This is an optimization exercise on Yosys and OpenROAD, whose aim is small area, a short achievable clock period and few clock cycles per item, not a production implementation. Power is estimated from default activity; no workload was simulated.

Setup of run 3:
==> flow/design.v <==
module tfc (
    input  wire        clk,
    input  wire        rst,
    input  wire        cmd_valid,
    output wire        cmd_ready,
    input  wire [15:0] cmd_hdr,
    input  wire [63:0] cmd_data,
    output reg         resp_valid,
    output wire [63:0] resp_data,
    output reg  [2:0]  resp_status,
    output reg         mem_req,
    output reg         mem_we,
    output reg  [10:0] mem_addr,
    output wire [15:0] mem_wdata,
    input  wire        mem_gnt,
    input  wire        mem_rvalid,
    input  wire [15:0] mem_rdata
);
    localparam [2:0] C_NONE = 3'd0,      
                     C_GETC = 3'd1,
                     C_GETR = 3'd2,
                     C_TAS  = 3'd3,
                     C_SETC = 3'd4,
                     C_REL  = 3'd5,
                     C_NL   = 3'd6,      
                     C_SCR  = 3'd7;      
    reg         busy;
    reg  [1:0]  m;
    reg  [2:0]  cls;
    reg  [15:0] wd;
    reg  [6:0]  col;
    reg  [4:0]  row;
    reg  [7:0]  color;
    reg         wlock;
    assign cmd_ready = ~busy;
    assign mem_wdata = wd;
    assign resp_data = {48'd0, wd};
    wire        h_wr   = cmd_hdr[15];
    wire [2:0]  h_blk  = cmd_hdr[14:12];
    wire        b0     = (h_blk == 3'd0) & (cmd_hdr[11:2] == 10'd0);
    wire [1:0]  a      = cmd_hdr[1:0];
    wire        b4     = (h_blk == 3'd4);
    wire        rd_ok  = b4 & ~h_wr & (cmd_hdr[11:0] < 12'd2000);
    wire        c_putc = b0 &  h_wr & (a == 2'd0);
    wire        e_acc  = (b0 & ((~h_wr & (a == 2'd0)) | (h_wr & (a == 2'd2)))) | (b4 & h_wr);
    wire        e_res  = ~(b0 | b4) | (b4 & ~h_wr & ~rd_ok);
    wire [7:0]  bb     = cmd_data[7:0];
    wire        nl     = (bb == 8'h0A);
    wire        prt    = (bb >= 8'h20) & (bb <= 8'h7E);
    wire [7:0]  glyph  = prt ? bb : (nl ? 8'h00 : 8'hFE);
    wire        wrap   = col[6] & col[4];           
    wire        bottom = row[4] & row[3];           
    wire        scr    = bottom & (nl | wrap);
    wire        putw   = c_putc & ~nl & ~(wrap & bottom);
    reg  [2:0]  c_cls;
    always @(*) begin
        c_cls = C_NONE;
        if (b0) begin
            case ({h_wr, a})
                3'b001: c_cls = C_GETC;
                3'b010: c_cls = C_GETR;
                3'b011: c_cls = C_TAS;
                3'b101: c_cls = C_SETC;
                3'b111: c_cls = C_REL;
                3'b100: c_cls = scr ? C_SCR : C_NL;
                default: c_cls = C_NONE;
            endcase
        end
    end
    wire [6:0]  row5   = {row, 2'b00} + {2'b00, row};
    wire [10:0] cur    = {row5, 4'd0} + {4'd0, col};
    wire        put    = col[6] | col[5];
    wire [7:0]  sv_ch  = (col == 7'h7F) ? 8'hFE : {1'b0, col};
    wire        g      = mem_gnt;
    always @(posedge clk) begin
        if (rst) begin
            busy       <= 1'b0;
            mem_req    <= 1'b0;
            resp_valid <= 1'b0;
            col        <= 7'd0;
            row        <= 5'd1;
            color      <= 8'h0F;
            wlock      <= 1'b0;
        end else begin
            resp_valid <= 1'b0;
            if (!busy) begin
                if (cmd_valid) begin
                    busy        <= 1'b1;
                    resp_status <= {e_acc, e_res};
                    cls         <= c_cls;
                    wd          <= {color, cmd_hdr[0] ? bb : glyph};
                    mem_addr    <= h_wr ? cur : cmd_hdr[10:0];
                    mem_req     <= putw | rd_ok;
                    mem_we      <= putw;
                    m           <= 2'd0;
                end
            end else if (!mem_req) begin
                busy       <= 1'b0;
                resp_valid <= 1'b1;
                wd         <= 16'd0;
                case (cls)
                    C_GETC: wd <= {8'd0, color};
                    C_GETR: wd <= {3'd0, row, 1'b0, col};
                    C_TAS: begin
                        wd    <= {15'd0, wlock};
                        wlock <= 1'b1;
                    end
                    C_SETC: color <= wd[7:0];
                    C_REL:  wlock <= 1'b0;
                    C_NL: begin
                        row <= row + 5'd1;
                        col <= 7'd0;
                    end
                    C_SCR: begin
                        busy       <= 1'b1;
                        resp_valid <= 1'b0;
                        wd         <= wd;
                        mem_req    <= 1'b1;
                        mem_we     <= 1'b0;
                        m          <= 2'd1;
                        mem_addr   <= 11'd160;
                        col        <= wd[7] ? 7'h7F : wd[6:0];
                    end
                    default: ;
                endcase
            end else if (!mem_we) begin
                case (m)
                    2'd0: begin                          
                        if (mem_rvalid) begin
                            wd         <= mem_rdata;
                            busy       <= 1'b0;
                            mem_req    <= 1'b0;
                            resp_valid <= 1'b1;
                        end
                    end
                    2'd1: begin                          
                        if (g) begin
                            m        <= 2'd2;
                            mem_addr <= mem_addr + 11'd1;
                        end
                    end
                    default: begin                       
                        if (mem_rvalid) wd <= mem_rdata;
                        if (g) begin
                            mem_we   <= 1'b1;
                            m        <= 2'd1;
                            mem_addr <= mem_addr - 11'd81;
                        end
                    end
                endcase
            end else begin
                case (m)
                    2'd0: begin                          
                        if (g) begin
                            if (wrap) row <= row + 5'd1;
                            col        <= wrap ? 7'd1 : col + 7'd1;
                            wd         <= 16'd0;
                            busy       <= 1'b0;
                            mem_req    <= 1'b0;
                            resp_valid <= 1'b1;
                        end
                    end
                    2'd1: begin                          
                        if (g) begin
                            if (mem_addr == 11'd1919) begin
                                m        <= 2'd2;
                                mem_addr <= mem_addr + 11'd1;
                                wd       <= {color, put ? sv_ch : 8'h20};
                                col      <= {6'd0, put};
                            end else if (mem_addr == 11'd1918) begin
                                if (mem_rvalid) wd <= mem_rdata;
                                mem_addr <= mem_addr + 11'd1;
                            end else begin
                                if (mem_rvalid) wd <= mem_rdata;
                                mem_we   <= 1'b0;
                                m        <= 2'd2;
                                mem_addr <= mem_addr + 11'd82;
                            end
                        end else if (mem_addr != 11'd1919) begin
                            mem_we   <= 1'b0;
                            m        <= 2'd1;
                            mem_addr <= mem_addr + 11'd80;
                        end
                    end
                    default: begin                       
                        if (g) begin
                            wd[7:0]  <= 8'h20;
                            mem_addr <= mem_addr + 11'd1;
                            if (mem_addr == 11'd1999) begin
                                wd         <= 16'd0;
                                busy       <= 1'b0;
                                mem_req    <= 1'b0;
                                resp_valid <= 1'b1;
                            end
                        end
                    end
                endcase
            end
        end
    end
endmodule
Settings: LEC_CHECK=0, CAP_MARGIN=20, CORE_MARGIN=2, CORE_UTILIZATION=40, SETUP_SLACK_MARGIN=3.6, SLEW_MARGIN=20; clock period 6.0 ns.
run.sh (not shown) runs the stock make flow with config.mk's settings and CLKGATE_MAP_FILE= SYNTH_SCRIPT=/design/flow/synth_recipe.tcl, a recipe that flattens the netlist after the stock synthesis.
What run 4 does differently from run 3 at the input level:
Settings: a change of SETUP_SLACK_MARGIN from 3.6 to 3.0.
==> results.txt <==
Worst-path maximum fanout: run 3 and run 4 compared, higher one is run 4
Summary of run 4 over run 3: design area lost about 11%; number of filler cells placed in the layout picked up an extra about 8%; sequential share of layout area picked up an extra 2.4 points; fraction of standard cell area in multi-input logic picked up an extra 1.8 points; total power lost about 1.4%.
Cmp run 3 and run 4 / slack of the critical path / lower: run 4
In summary, run 4 completed successfully, with a layout that passed the timing, design-rule and antenna checks.
Summary of run 4 over run 3: worst vdd rail ir drop climbed 0.017 mV; critical path depth dropped 8.
No functional check of the RTL was part of any run of this note.

## static timing again, ports no longer ideal
In the flow no input, the clock included, has a driving cell. The finished layouts below were timed again as built, in two steps.
Step 1, drivers: a clkbuf_16 drives clk and a buf_2 each remaining input, both assumed.
Step 2 times the ports against the registers' clock, not the clock port: input delays grow and output delays shrink by t, the midpoint of the rising clock arrivals with the driver on.
Slacks: ideal ports / drivers / drivers and shift; pairs: ideal ports / drivers.
run | t (ns) | setup slack, ns | worst setup path at the end | clock arrival spread, ns | worst data-port slew with drivers (ns)
run 3 | 0.382 | 3.568 / 3.568 / 3.190 | input to register | 0.007 / 0.007 | 0.05
run 4 | 0.371 | 3.062 / 3.021 / 2.720 | input to register | 0.006 / 0.006 | 0.05
After both steps setup and hold are still met in every run listed. The setup slack of run 3, which loses most, moves by 0.000 ns with the drivers and by -0.378 ns with both steps.
